What follows belongs to an exercise in optimizing a design on an open flow for small area, a short achievable clock period and few clock cycles per item; a production flow would make more cautious choices.
Where RTL was checked, it was by simulation tests only, not by an equivalence proof against the original.

==> 07-02 <==
Design hme_fsearch, start of the top module:
module hme_fsearch (
    input  wire         clk,
    input  wire         rst,
    input  wire         start,
    input  wire [4:0]   grid_rows_m1,    
    input  wire [4:0]   grid_cols_m1,    
    output reg          busy,
    output reg          done,
    output wire         ref_req,
    output wire [8:0]   ref_y,
    output wire [8:0]   ref_x,
    input  wire [127:0] ref_row,
    output wire         tgt_req,
    output wire [8:0]   tgt_y,
    output wire [8:0]   tgt_x,
    input  wire [127:0] tgt_row,
    output reg          res_valid,
    output wire [4:0]   res_mb_row,
    output wire [4:0]   res_mb_col,
    output wire [4:0]   res_dy,
    output wire [4:0]   res_dx,
    output wire [15:0]  res_cost
);
    reg [4:0] gr_m1, gc_m1;
    reg [4:0] mb_r, mb_c;
    reg       run;                     
    wire top   = (mb_r == 5'd0);
    wire bot   = (mb_r == gr_m1);
    wire left  = (mb_c == 5'd0);
    wire right = (mb_c == gc_m1);
    reg              g_ph;             
    reg              g_wait;           
    reg              g_new;            
    reg              g_done;
    reg        [3:0] g_rad;
    reg signed [4:0] g_a, g_b;         
    reg signed [4:0] g_cy, g_cx;       
    wire signed [5:0] g_d  = g_ph ? {2'b00, g_rad} : {g_rad, 2'b00};
    wire signed [4:0] g_st = g_ph ? 5'sd1 : 5'sd4;
    wire signed [5:0] a_min = bot   ? 6'sd0 : -6'sd8;
    wire signed [5:0] a_max = top   ? 6'sd0 :  6'sd8;
    wire signed [5:0] b_min = right ? 6'sd0 : -6'sd8;
    wire signed [5:0] b_max = left  ? 6'sd0 :  6'sd8;
    wire signed [5:0] e_t = g_cy - g_d;
    wire signed [5:0] e_b = g_cy + g_d;
    wire signed [5:0] e_l = g_cx - g_d;
    wire signed [5:0] e_r = g_cx + g_d;
    wire t_in  = (e_t >= a_min);
    wire bt_in = (e_b <= a_max);
    wire l_in = (e_l >= b_min);
    wire r_in = (e_r <= b_max);
    wire signed [5:0] a_lo = t_in  ? e_t : a_min;
    wire signed [5:0] a_hi = bt_in ? e_b : a_max;
    wire signed [5:0] b_lo = l_in ? e_l : b_min;
    wire signed [5:0] b_hi = r_in ? e_r : b_max;
  ...
Settings: LEC_CHECK=0, CAP_MARGIN=20, CORE_MARGIN=2, CORE_UTILIZATION=25, CTS_CLUSTER_DIAMETER=80, CTS_CLUSTER_SIZE=30, PLACE_DENSITY=0.5, SLEW_MARGIN=20; clock period 22.0 ns.
standard.sh (not shown) runs the stock make flow with config.mk's settings and CLKGATE_MAP_FILE= SYNTH_SCRIPT=/design/flow/synth_recipe.tcl, a recipe that flattens the netlist after the stock synthesis.
==> flow/flow/run.sh <==
#!/bin/bash
# The standard layout, with the smallest buffer (buf_1) on the ports
# instead of the one buffer_ports picks by default.
set -euo pipefail
cd "$(dirname "$0")/.."
export BUFFER_PORTS_ARGS="-buffer_cell sky130_fd_sc_hd__buf_1"
export SETUP_SLACK_MARGIN=15.0
bash standard.sh > standard.log 2>&1
==> 01-14 (differences from 07-02) <==
--- a/flow/flow/run.sh
+++ b/flow/flow/run.sh
@@ -6,3 +6,2 @@
 export BUFFER_PORTS_ARGS="-buffer_cell sky130_fd_sc_hd__buf_1"
-export SETUP_SLACK_MARGIN=15.0
 bash standard.sh > standard.log 2>&1
==> impl_metrics.py <==
metrics = {
    "detailed_routing": {
        "drt_iter0_markers": 657,
    },
    "critical_path": {
        "r2r_slack_ns": 14.40,
        "cp_num_buf_inv": 5,
        "worstPathRequired_ns": 22.46,
    },
    "placed_design": {
        "gp_congestion": 0.854,
    },
    "status": {
        "status": "timing/DRC/antenna clean",
    },
    "timing": {
        "fin_crit_sh_pct": 34.6,
    },
}
# the run above: 01-14

==> impl_metrics.py <==
metrics = {
    "status": {
        "status": "timing/DRC/antenna clean",
    },
    "timing": {
        "fin_crit_sh_pct": 31.0,
    },
    "critical_path": {
        "cp_num_buf_inv": 2,
        "r2r_slack_ns": 15.26,
    },
    "detailed_routing": {
        "drt_iter0_markers": 573,
    },
}
# the run above: 07-02

Testbench counts of 07-02, summed over its fixed seeds: cycles 198,758, mbs 298.
Testbench counts of 01-14, summed over its fixed seeds: cycles 198,758, mbs 298.

* * *

==> job 134: inputs <==
Another version of the RTL of hme_fsearch (not shown whole).
==> flow/design.v (excerpt) <==
module hme_fsearch (
    input  wire         clk,
    input  wire         rst,
    input  wire         start,
    input  wire [4:0]   grid_rows_m1,    
    input  wire [4:0]   grid_cols_m1,    
    output reg          busy,
    output reg          done,
    output wire         ref_req,
    output wire [8:0]   ref_y,
    output wire [8:0]   ref_x,
    input  wire [127:0] ref_row,
    output wire         tgt_req,
    output wire [8:0]   tgt_y,
    output wire [8:0]   tgt_x,
    input  wire [127:0] tgt_row,
    output reg          res_valid,
    output wire [4:0]   res_mb_row,
    output wire [4:0]   res_mb_col,
    output wire [4:0]   res_dy,
    output wire [4:0]   res_dx,
    output wire [15:0]  res_cost
);
    reg [4:0] gr_m1, gc_m1;
    reg [4:0] mb_r, mb_c;
    reg       run;                     
    wire top   = (mb_r == 5'd0);
    wire bot   = (mb_r == gr_m1);
    wire left  = (mb_c == 5'd0);
    wire right = (mb_c == gc_m1);
    reg              g_ph;             
    reg              g_wait;           
    reg              g_new;            
    reg              g_done;
    reg        [3:0] g_rad;
    reg signed [4:0] g_a, g_b;         
    reg signed [4:0] g_cy, g_cx;       
    wire signed [5:0] g_d  = g_ph ? {2'b00, g_rad} : {g_rad, 2'b00};
    wire signed [4:0] g_st = g_ph ? 5'sd1 : 5'sd4;
    wire signed [5:0] a_min = bot   ? 6'sd0 : -6'sd8;
    wire signed [5:0] a_max = top   ? 6'sd0 :  6'sd8;
    wire signed [5:0] b_min = right ? 6'sd0 : -6'sd8;
    wire signed [5:0] b_max = left  ? 6'sd0 :  6'sd8;
    wire signed [5:0] e_t = g_cy - g_d;
    wire signed [5:0] e_b = g_cy + g_d;
    wire signed [5:0] e_l = g_cx - g_d;
    wire signed [5:0] e_r = g_cx + g_d;
    wire t_in  = (e_t >= a_min);
    wire bt_in = (e_b <= a_max);
    wire l_in = (e_l >= b_min);
    wire r_in = (e_r <= b_max);
  ...
Settings: LEC_CHECK=0, CAP_MARGIN=20, CORE_MARGIN=2, CORE_UTILIZATION=25, PLACE_DENSITY=0.5, SLEW_MARGIN=20; clock period 22.0 ns.
==> flow/flow/run.sh <==
#!/bin/bash
# The standard layout (the standard.sh, unchanged scripts) with three
# layout choices:
#  - the smallest buffer (buf_1) on the ports instead of the one
#    buffer_ports picks by default;
#  - timing repair aimed at a setup slack of 15.2 ns on the 22 ns clock, so
#    that the resizer sizes up the critical paths (the clock and the
#    constraints are the design's);
#  - clock tree: sinks clustered 30 to a buffer, no dummy loads.
# Each tool's output is in the ORFS logs under orfs/logs; make's own output
# is in standard.log.
set -euo pipefail
cd "$(dirname "$0")/.."
export BUFFER_PORTS_ARGS="-buffer_cell sky130_fd_sc_hd__buf_1"
export SETUP_SLACK_MARGIN=15.4
export CTS_ARGS="-sink_clustering_enable -repair_clock_nets -sink_clustering_size 30 -sink_clustering_max_diameter 80 -dont_use_dummy_load"
bash standard.sh > standard.log 2>&1
==> job 1113: changes against job 134 <==
--- a/flow/design.v
+++ b/flow/design.v
@@ -26,13 +26,12 @@
     reg       run;                     
     wire top   = (mb_r == 5'd0);
     wire bot   = (mb_r == gr_m1);
     wire left  = (mb_c == 5'd0);
     wire right = (mb_c == gc_m1);
     reg              g_ph;             
-    reg              g_wait;           
     reg              g_new;            
     reg              g_done;
     reg        [3:0] g_rad;
     reg signed [4:0] g_a, g_b;         
     reg signed [4:0] g_cy, g_cx;       
     wire signed [5:0] g_d  = g_ph ? {2'b00, g_rad} : {g_rad, 2'b00};
@@ -56,21 +55,22 @@
     wire ring_all = (e_t <= a_min) && (e_b >= a_max) && (e_l <= b_min) && (e_r >= b_max);
     wire ring_end = g_ph ? ring_all : (g_rad == 4'd1);
     wire g_full = (g_a == e_t) || (g_a == e_b);
     wire in_win = (g_a >= a_min) && (g_a <= a_max) && (g_b >= b_min) && (g_b <= b_max);
     wire coarse = (g_a == -5'sd4 || g_a == 5'sd0 || g_a == 5'sd4) &&
                   (g_b == -5'sd4 || g_b == 5'sd0 || g_b == 5'sd4);
-    wire g_ok   = !g_done && !g_wait && !g_new && in_win && !(g_ph && coarse);
+    wire g_ok   = !g_done && !g_new && in_win && !(g_ph && coarse);
     wire              s_out   = !l_in && !r_in;
     wire signed [5:0] a_inc   = g_a + g_st;
     wire signed [5:0] a_nx    = g_new ? ((s_out && !t_in) ? e_b : a_lo)
                                       : (s_out ? e_b : a_inc);
     wire              more    = s_out ? (g_a == e_t[4:0] && bt_in) : (g_a != a_hi[4:0]);
     wire              full_nx = g_new ? (t_in || s_out) : (s_out || a_inc == e_b);
     wire signed [5:0] b_nx    = full_nx ? b_lo : (l_in ? e_l : e_r);
     reg               r_v, x_v, d_v;
+    reg               r_c, x_c, d_c;       
     reg signed [5:0]  r_u;
     reg signed [4:0]  r_nx;
     reg signed [4:0]  x_dy, d_dy;
     reg signed [4:0]  x_dx, d_dx;
     reg        [3:0]  r_row, x_row, d_row;
     reg        [15:0] r_acc, x_acc, d_acc;
@@ -805,65 +805,70 @@
     wire signed [4:0] nx_cont = ~d_dx + 5'sd1;
     wire signed [5:0] u_take  = 6'sd0 - {g_a[4], g_a};
     wire signed [4:0] nx_take = 5'sd0 - g_b;
     wire drained = run && g_done && !r_v && !x_v && !d_v;
     always @(posedge clk) begin
         x_v   <= r_v;
+        x_c   <= r_c;
         x_dy  <= r_row - r_u[4:0];
         x_dx  <= 5'sd0 - r_nx;
         x_row <= r_row;
         x_acc <= r_acc;
         d_v   <= x_v;
+        d_c   <= x_c;
         d_dy  <= x_dy;
         d_dx  <= x_dx;
         d_row <= x_row;
         d_acc <= x_acc;
         d_cs  <= cs_in;
         r_v <= cont || g_ok;
         if (cont) begin
             r_u   <= u_cont;
             r_nx  <= nx_cont;
             r_row <= d_row + 4'd1;
+            r_c   <= d_c;
             r_acc <= acc_new;
         end else begin
             r_u   <= u_take;
             r_nx  <= nx_take;
             r_row <= 4'd0;
+            r_c   <= !g_ph;
             r_acc <= 16'd0;
         end
         if (win) begin
             best_cost <= acc_new;
             best_dy   <= d_dy;
             best_dx   <= d_dx;
         end
-        if (g_new) begin
+        if (g_ph && win && d_c) begin
+            g_cy   <= d_dy;
+            g_cx   <= d_dx;
+            g_rad  <= 4'd1;
+            g_new  <= 1'b1;
+            g_done <= 1'b0;
+        end else if (g_new) begin
             g_new <= 1'b0;
             g_a   <= a_nx[4:0];
             g_b   <= b_nx[4:0];
-        end else if (g_wait) begin
-            if (!r_v && !x_v && !d_v) begin
-                g_wait <= 1'b0;
-                g_ph   <= 1'b1;
-                g_cy   <= best_dy;
-                g_cx   <= best_dx;
-                g_rad  <= 4'd1;
-                g_new  <= 1'b1;
-            end
         end else if ((take || !g_ok) && !g_done) begin
             if (g_full && g_b != b_hi[4:0]) begin
                 g_b <= g_b + g_st;
             end else if (!g_full && g_b == e_l[4:0] && r_in) begin
                 g_b <= e_r[4:0];
             end else if (more) begin
                 g_a <= a_nx[4:0];
                 g_b <= b_nx[4:0];
             end else if (!ring_end) begin
                 g_rad <= g_rad + 4'd1;
                 g_new <= 1'b1;
             end else if (!g_ph) begin
-                g_wait <= 1'b1;
+                g_ph  <= 1'b1;
+                g_cy  <= win ? d_dy : best_dy;
+                g_cx  <= win ? d_dx : best_dx;
+                g_rad <= 4'd1;
+                g_new <= 1'b1;
             end else begin
                 g_done <= 1'b1;
             end
         end
         done      <= 1'b0;
         res_valid <= 1'b0;
@@ -881,13 +886,12 @@
                 mb_r <= mb_r + 5'd1;
             end else begin
                 mb_c <= mb_c + 5'd1;
             end
             run       <= 1'b1;
             g_ph      <= 1'b0;
-            g_wait    <= 1'b0;
             g_new     <= 1'b0;
             g_rad     <= 4'd0;
             g_a       <= 5'sd0;
             g_b       <= 5'sd0;
             g_cy      <= 5'sd0;
             g_cx      <= 5'sd0;
@@ -901,13 +905,12 @@
             gc_m1     <= grid_cols_m1;
             mb_r      <= 5'd0;
             mb_c      <= 5'd0;
             busy      <= 1'b1;
             run       <= 1'b1;
             g_ph      <= 1'b0;
-            g_wait    <= 1'b0;
             g_new     <= 1'b0;
             g_rad     <= 4'd0;
             g_a       <= 5'sd0;
             g_b       <= 5'sd0;
             g_cy      <= 5'sd0;
             g_cx      <= 5'sd0;
@@ -919,13 +922,12 @@
         if (rst) begin
             busy      <= 1'b0;
             done      <= 1'b0;
             res_valid <= 1'b0;
             run       <= 1'b0;
             g_done    <= 1'b1;
-            g_wait    <= 1'b0;
             g_new     <= 1'b0;
             r_v       <= 1'b0;
             x_v       <= 1'b0;
             d_v       <= 1'b0;
         end
     end
--- a/flow/flow/run.sh
+++ b/flow/flow/run.sh
@@ -1,12 +1,12 @@
 #!/bin/bash
 # The standard layout (the standard.sh, unchanged scripts) with three
 # layout choices:
 #  - the smallest buffer (buf_1) on the ports instead of the one
 #    buffer_ports picks by default;
-#  - timing repair aimed at a setup slack of 15.2 ns on the 22 ns clock, so
+#  - timing repair aimed at a setup slack of 15.4 ns on the 22 ns clock, so
 #    that the resizer sizes up the critical paths (the clock and the
 #    constraints are the design's);
 #  - clock tree: sinks clustered 30 to a buffer, no dummy loads.
 # Each tool's output is in the ORFS logs under orfs/logs; make's own output
 # is in standard.log.
 set -euo pipefail
==> job 1081: changes against job 134 <==
--- a/flow/flow/run.sh
+++ b/flow/flow/run.sh
@@ -1,12 +1,12 @@
 #!/bin/bash
 # The standard layout (the standard.sh, unchanged scripts) with three
 # layout choices:
 #  - the smallest buffer (buf_1) on the ports instead of the one
 #    buffer_ports picks by default;
-#  - timing repair aimed at a setup slack of 15.2 ns on the 22 ns clock, so
+#  - timing repair aimed at a setup slack of 15.4 ns on the 22 ns clock, so
 #    that the resizer sizes up the critical paths (the clock and the
 #    constraints are the design's);
 #  - clock tree: sinks clustered 30 to a buffer, no dummy loads.
 # Each tool's output is in the ORFS logs under orfs/logs; make's own output
 # is in standard.log.
 set -euo pipefail
==> comparison table <==
quantity	job 1081	job 134	job 1113
Met2 WL post-DR	31.42 mm	31.42 mm	31.04 mm
Result of the run	finished clean	finished clean	finished clean
Multi-input combinational area share	58.13%	58.13%	58.09%
Num sequential	280	280	282
Multi-input gate area	0.01470 sq mm	0.01470 sq mm	0.01503 sq mm
Unique cell type count in the Yosys netlist	89	89	80
Worst Tran Pin Value	1.025 ns	1.025 ns	0.9178 ns
Filler Cell Count	9,295	9,295	9,192
Number of ordinary and repair buffers in the finished layout	355	355	373
Signal buffers share of area	5.493%	5.493%	6.122%
Routed length on met1	26.79 mm	26.79 mm	26.92 mm
Multi-input gates	1,612	1,612	1,595
Beginning of the worst register-to-register path	d_cs[39]$_DFF_P_	d_cs[39]$_DFF_P_	d_cs[52]$_DFF_P_
Initial antenna violation count	3	3	1
WP depth	11	11	12
Ratio of cells with drive above 1 in the final layout	5.055%	5.055%	7.802%
DR WL met3	2.914 mm	2.914 mm	2.511 mm
Critical path arrival	6.85 ns	6.85 ns	6.96 ns
Number of sinks handled by clock tree synthesis	280	280	282
Global-route met2 utilization	25.16%	25.16%	24.87%
Testbench counts of job 134, summed over its fixed seeds: cycles 198,758, mbs 298.
Testbench counts of job 1081, summed over its fixed seeds: cycles 198,758, mbs 298.
The RTL of job 1113 was laid out without a check of its function.

[port drivers added, routing unchanged]
No port has a modelled driver above. Below, the same layouts with a new extraction and two added sets of constraints. Step 1 sets driving cells, clkbuf_16 on the clock port and buf_2 on the other inputs (assumed; they add their load-dependent delay and slew). Step 2 moves the port delays by t, midway between the first and last clock arrival at a register: inputs arrive t later, outputs are due t later. That takes back most of the time a late clock gives input paths. Slacks: no drivers / after step 1 / after step 2; pairs: no drivers / after step 1.
| run | t, ns | slack for setup (ns) | hold WS [ns] | worst setup path at the end |
|---|---|---|---|---|
| 07-02 | 0.621 | 15.177 / 15.215 / 14.593 | 0.320 / 0.320 / 0.320 | input to register |
| 01-14 | 0.618 | 14.399 / 14.399 / 14.165 | 0.318 / 0.318 / 0.318 | input to register |
| job 134 | 0.595 | 15.581 / 15.554 / 15.016 | 0.319 / 0.319 / 0.319 | input to register |
| job 1113 | 0.608 | 15.530 / 15.565 / 14.962 | 0.319 / 0.319 / 0.319 | input to register |
| job 1081 | 0.595 | 15.581 / 15.554 / 15.016 | 0.319 / 0.319 / 0.319 | input to register |
After both steps setup and hold are still met in every run listed. The setup slack of 07-02, which loses most, moves by +0.038 ns with the drivers and by -0.584 ns with both steps.
